From an optimization exercise on the open Yosys and OpenROAD flow, aimed at small area, a short achievable clock period and few clock cycles per item; shortcuts taken in it are not production practice.
In this exercise RTL edits were held to simulation tests only and were not proved equivalent to the original.
No activity file was given, so power comes from the tool's default toggle rates.

<file path="design/flow/run.sh">
#!/bin/bash
# synth_recipe.tcl (not shown) runs the flow's synth.tcl, then flattens the netlist and writes it again
# the make line also repeats each setting of config.mk as NAME=value (left out here)
make -C /OpenROAD-flow-scripts/flow DESIGN_CONFIG=/design/flow/config.mk WORK_HOME=/design/flow/orfs CLKGATE_MAP_FILE= SYNTH_SCRIPT=/design/flow/synth_recipe.tcl finish
</file>
<file path="design/flow/config.mk">
export PLATFORM = sky130hd
export DESIGN_NAME = isd_decode
export DESIGN_NICKNAME = isd_decode
export VERILOG_FILES = /design/flow/design.v
export SDC_FILE = /design/flow/constraint.sdc
export NUM_CORES = 4
export LEC_CHECK = 0
export CAP_MARGIN = 20
export CORE_MARGIN = 2
export CORE_UTILIZATION = 35
export SLEW_MARGIN = 20
</file>
<file path="design/flow/constraint.sdc">
create_clock -name core_clock -period 15.0 [get_ports {clk}]
set_input_delay 3.0000 -clock core_clock [delete_from_list [all_inputs] [get_ports {clk}]]
set_output_delay 3.0000 -clock core_clock [all_outputs]
set_load 0.01 [all_outputs]
</file>
<file path="design/flow/design.v">
module isd_decode (
    input  wire         clk,
    input  wire         rst,
    input  wire         start,
    input  wire [5:0]   n_in,
    input  wire [4:0]   k_in,
    input  wire [5:0]   t_in,
    output wire         ready,
    input  wire         row_valid,
    input  wire [32:0]  row_in,       
    input  wire [7:0]   y_in,         
    output wire         row_ready,
    output reg          done,
    output reg  [2:0]   err,
    output reg  [32:0]  m_out
);
    localparam NMAX = 32;
    localparam KMAX = 16;
    localparam SW   = 13;                      
    localparam [2:0] E_NONE     = 3'd0;
    localparam [2:0] E_PRECOND  = 3'd2;
    localparam [2:0] E_RANGE    = 3'd3;
    localparam [2:0] E_SENTINEL = 3'd5;
    localparam [1:0] S_IDLE = 2'd0;
    localparam [1:0] S_LOAD = 2'd1;
    localparam [1:0] S_RANK = 2'd2;
    reg [1:0] state;
    reg [5:0] n_r;
    reg [4:0] k_r;
    reg [5:0] t_r;
    reg [2:0] code_r;                          
    reg       bad_r;                           
    reg [4:0] cnt;                             
    reg [4:0] col;                             
    reg signed [SW-1:0] score [0:NMAX-1];
    reg [NMAX-1:0] sel;
    assign ready     = (state == S_IDLE);
    assign row_ready = (state == S_LOAD);
    wire [2:0] start_code = (t_in > n_in)                  ? E_PRECOND :
                            (n_in > NMAX || k_in > KMAX)   ? E_RANGE   :
                                                             E_NONE;
    reg row_bad;
    integer b;
    always @(*) begin
        row_bad = 1'b0;
        for (b = 0; b <= NMAX; b = b + 1) begin
            if (b == n_r && !row_in[b])
                row_bad = 1'b1;
            if (b > n_r && row_in[b])
                row_bad = 1'b1;
        end
    end
    wire signed [SW-1:0] y_pos = $signed({{(SW-8){1'b0}}, y_in});
    wire signed [SW-1:0] y_neg = $signed({{(SW-6){1'b0}}, t_r}) - y_pos;
    wire signed [SW-1:0] s_col = score[col];
    reg  [NMAX-1:0] ahead;                     
    reg  [5:0] n_ahead;
    integer ri;
    always @(*) begin
        for (ri = 0; ri < NMAX; ri = ri + 1)
            ahead[ri] = (ri < n_r) &&
                        ((score[ri] > s_col) || (score[ri] == s_col && ri < col));
        n_ahead = 6'd0;
        for (ri = 0; ri < NMAX; ri = ri + 1)
            n_ahead = n_ahead + {5'd0, ahead[ri]};
    end
    wire col_sel = ({1'b0, col} < n_r) && (n_ahead < t_r);
    wire [NMAX-1:0] sel_final = {col_sel, sel[NMAX-2:0]};
    reg  [32:0] res_packed;
    integer pi;
    always @(*) begin
        for (pi = 0; pi < NMAX; pi = pi + 1)
            res_packed[pi] = (pi < n_r) ? sel_final[pi] : (pi == n_r);
        res_packed[NMAX] = (n_r == NMAX);
    end
    integer j;
    always @(posedge clk) begin
        if (rst) begin
            state <= S_IDLE;
            done  <= 1'b0;
            err   <= E_NONE;
            cnt   <= 5'd0;
            col   <= 5'd0;
        end else begin
            done <= 1'b0;
            case (state)
                S_IDLE: begin
                    if (start) begin
                        n_r    <= n_in;
                        k_r    <= k_in;
                        t_r    <= t_in;
                        code_r <= start_code;
                        bad_r  <= 1'b0;
                        cnt    <= 5'd0;
                        col    <= 5'd0;
                        for (j = 0; j < NMAX; j = j + 1)
                            score[j] <= {SW{1'b0}};
                        state  <= (k_in == 5'd0) ? S_RANK : S_LOAD;
                    end
                end
                S_LOAD: begin
                    if (row_valid) begin
                        if (code_r == E_NONE) begin
                            for (j = 0; j < NMAX; j = j + 1)
                                score[j] <= score[j] + (row_in[j] ? y_pos : y_neg);
                            if (row_bad)
                                bad_r <= 1'b1;
                        end
                        cnt <= cnt + 5'd1;
                        if (cnt == k_r - 5'd1)
                            state <= S_RANK;
                    end
                end
                S_RANK: begin
                    if (code_r != E_NONE || bad_r) begin
                        state <= S_IDLE;
                        done  <= 1'b1;
                        err   <= (code_r != E_NONE) ? code_r : E_SENTINEL;
                        m_out <= 33'd0;
                    end else begin
                        sel[col] <= col_sel;
                        col <= col + 5'd1;
                        if (col == NMAX - 1) begin
                            state <= S_IDLE;
                            done  <= 1'b1;
                            err   <= E_NONE;
                            m_out <= res_packed;
                        end
                    end
                end
                default: state <= S_IDLE;
            endcase
        end
    end
endmodule
</file>
==> flow_summary.toml <==
[yosys]
synthSimpleGateAreaFrac_pct = 18.0
synthesis.area_um2 = 52800
yosys.area.top_type_share_pct = 28.5
synthMuxAreaShare_pct = 1.21
synth-seq-area-share_pct = 29.1
synth_xor_area_share_pct = 6.57
syn_nets = 6819
synth_area_per_cell_um2 = 9.00
synth_top_family_by_area = "adder cells"
synthAdderAreaFrac_pct = 22.0
ys_async_sr_fraction_pct = 0
ys_types = 83
synth_warnings = 2
synth.top_cells.by_area = "edfxtp_1 28%, ha_1 20%, nor2_1 6.0%"
synth_flop_cell = "edfxtp_1"
synth_compound_area_share_pct = 20.3
synth_common_cells = "844 x nor2_1, 838 x ha_1, 500 x edfxtp_1"
ys_seq_elements = 516
yosysTopAreaCell = "edfxtp_1"
syn_inst = 5862
synthMostInstantiatedCell = "nor2_1"
synth-edff-count = 500

[worst_setup_path]
end_kind = "register"
crit_path_max_fanout = 26
timing.rr.end = "sel[25]"
r2r-start = "col[1]"
arrival_ns = 13.13
critPathKind = "register to register"
worstRegToRegCells = 36
cp_slowest_stage_delay_ns = 0.83
slowest_stage = "nor3_1"
ff2ff_setup_slack_ns = 2.40
crit_top_cell = "fa_1"
startpoint_type = "register"
cp.required_ns = 15.52

[global_routing]
grt_pass1_wl_mm = 322
use_met3_pct = 5.98
overflow = 0
grt_most_used_layer = "met2"
grtUsageMet1_pct = 37.3
use_met2_pct = 43.6
grtUsageTotal_pct = 28.7
grt_pass1_vias = 45931
antenna_found_initial = 11
grt_max_degree = 77

[floorplanning]
rows = 142
die-area_um2 = 154000
io-pin-count = 101
dieWidth_um = 392
core_um2 = 150000
start_util_pct = 35.2
fp.dieH_um = 392

[clock_network]
cts.hold.buffers_added = 0
clock_sinks = 516
cts_resized = 0
post_cts_buffers = 0
path_clk_slew_ns = 0.07
htree_num_levels = 3
clockBufferDepth = 3
tritoncts = "yes"
clkLatencyLatePin_ns = 0.72
ctsRootBufferMaster = "clkbuf_16"
cts-buffers-inserted = 68

[cells_and_area]
instances_no_fill = 7987
area_delta_synth_final_pct = 11.5
drive_gt1_share_pct = 6.22
design_area_um2 = 58800
final_util_pct = 39.3
nNetsFinal = 6874

[pwr]
clkPwrFrac_pct = 20.9
p_int_mw = 4.68
leakage_nw = 23.7
p_total_mw = 8.15
combPwrFrac_pct = 53.7
vdd_drop_max_uv = 447
seq_power_share_pct = 25.4
power_switching_mw = 3.46
switching_share_pct = 42.5
power.density_nw_per_um2 = 138

[sta]
hold_ws_ns = 0.479
fin_setup_tns_ns = 0
setup_viol = 0
finalHoldViolations = 0
fmax_mhz = 79.4
worst_slew_pin_slew_ns = 1.37
final-max-slew-violation-count = 0
rsz0062_at_grt = "false"
skew_ns = 0.0526
post-route-min-period_ns = 12.60
setup_slack_ns = 2.40
slew_headroom_pct = 7.82
period_share_pct = 84.0

[routing]
avgViaCountPerCell = 6.17
initialDrtViolationCount = 5776
wl_mm = 225
wl_per_cell_um = 28.2
vias = 49261
drc = 0
final_antenna_net_count = 0
drt_first_pass_iters = 6

[min_path]
worstHoldStart = "err[1]"
min_path_cells = 2
min_to = "err[1]"
hold_class = "register to register"

[job]
maxCapViolations = 0

[placed_design]
placed_area_um2 = 56600
placed_cells = 7862
post-place-ws_ns = 2.84
port_buffers = 100
gp_congestion = 1.08
place_hpwl_mm = 171

[run_status]
status = "timing/DRC/antenna clean"
flip-flops by register name (all words and copies together) (netlist names), 5 cells and up:
name and flops:
cnt 5, col 5, k_r 5, m_out 33, n_r 6, score 416
sel 31, t_r 6
cell usage in the layout (no fill, tap or decap), types with 16 or more instances in the layout:
cell,n
nand2_1,374
nor4_1,48
nand4_1,100
inv_1,142
and3_1,60
edfxtp_1,500
and2_1,76
clkbuf_16,70
a21oi_1,290
a211oi_1,114
xor2_1,223
ha_1,838
o211ai_1,42
a222oi_1,25
nor3_1,191
clkdlybuf4s50_1,93
a41o_1,24
mux2_2,45
o21ba_2,24
a31oi_1,19
a22o_1,72
o41ai_1,57
nand2b_1,94
a2111oi_0,16
a211o_1,55
a22oi_1,41
or3_1,16
o21a_1,111
xnor2_1,170
a221oi_1,62
nor2_1,844
fa_1,56
buf_4,127
nor2b_1,47
nand3_1,127
o21ai_0,356
o31ai_1,27
a21o_1,107
o41a_1,24
worst max path at each step:
| stage | cells after the start | slack (ns) | startpoint | to |
|---|---|---|---|---|
| floorplan | 5 | 1.00 | start | bad_r |
| global route | 36 | 2.22 | col[0] | sel[25] |
| CTS | 36 | 2.81 | col[1] | sel[25] |
| finish | 36 | 2.40 | col[1] | sel[25] |
| detailed placement | 36 | 2.84 | col[0] | sel[29] |
| global placement | 34 | 2.87 | col[4] | sel[25] |
cell families after synthesis:
family	count (synthesis)
adders and majority gates	895
and+or+nand+nor	2055
muxes	57
AOI/OAI and AO/OA	1554
buffers and inverters	389
xor gates and xnor gates	396
DFF	516
power by group through the flow:
stage / combinational [mW] / sequential (mW) / clock (mW)
2_1_floorplan: 3.35 / 1.93 / 0
3_3_place_gp: 4.30 / 2.09 / 0
3_5_place_dp: 4.29 / 2.08 / 0
4_1_cts: 4.32 / 2.06 / 1.73
5_1_grt: 4.93 / 2.06 / 1.77
6_report: 4.38 / 2.07 / 1.70
metal layers:
layer | vias up | routed length (µm) | share of wire, %
met5 | - | 114 | 0.051
met3 | 696 | 20800 | 9.2
li1 | 22269 | - | -
met1 | 23846 | 91700 | 41
met4 | 16 | 17100 | 7.6
met2 | 2434 | 95300 | 42
final cells by class:
| cell class | count | area (µm²) |
|---|---|---|
| well taps | 2016 | 2520 |
| repair buffers | 228 | 1920 |
| diodes | 4 | 10.0 |
| fillers | 14916 | 90900 |
| inverters | 146 | 549 |
| clock inverters | 36 | 393 |
| flip-flops and latches | 516 | 15300 |
| multi-input cells | 4957 | 36300 |
| clock buffers | 84 | 1810 |
worst max-delay path: cells and delay by family, from the launching register on:
kind,cells,cell delay (ns)
and+or+nand+nor,8,2.93
AOI/OAI and AO/OA,8,2.08
DFF,1,0.36
adders and majority gates,12,5.25
buffers and inverters,8,1.72
Testbench counts, summed over its fixed seeds: cycles 39,526, items 960.

[port drivers added, routing unchanged]
How much do the figures lean on ideal ports? The routed layout below was timed once more, with nothing changed but the port constraints. Step 1 (the two cells are an assumption about what drives the block):
set clk [get_ports {clk}]
set_driving_cell -lib_cell sky130_fd_sc_hd__clkbuf_16 $clk
set_driving_cell -lib_cell sky130_fd_sc_hd__buf_2 [delete_from_list [all_inputs] $clk]
Step 2 times the ports against the registers' clock, not the clock port: input delays grow and output delays shrink by t, the midpoint of the rising clock arrivals with the driver on. a / b / c = ideal ports / drivers / drivers and shift; a / b = the first two.
t, ns: 0.774
setup WS [ns]: 2.399 / 2.399 / 2.399
worst data-port slew with drivers (ns): 0.19
pins driven straight from the clock port: 1
After both steps this run still meets setup and hold. The setup slack of this run moves by 0.000 ns with the drivers and by 0.000 ns with both steps.
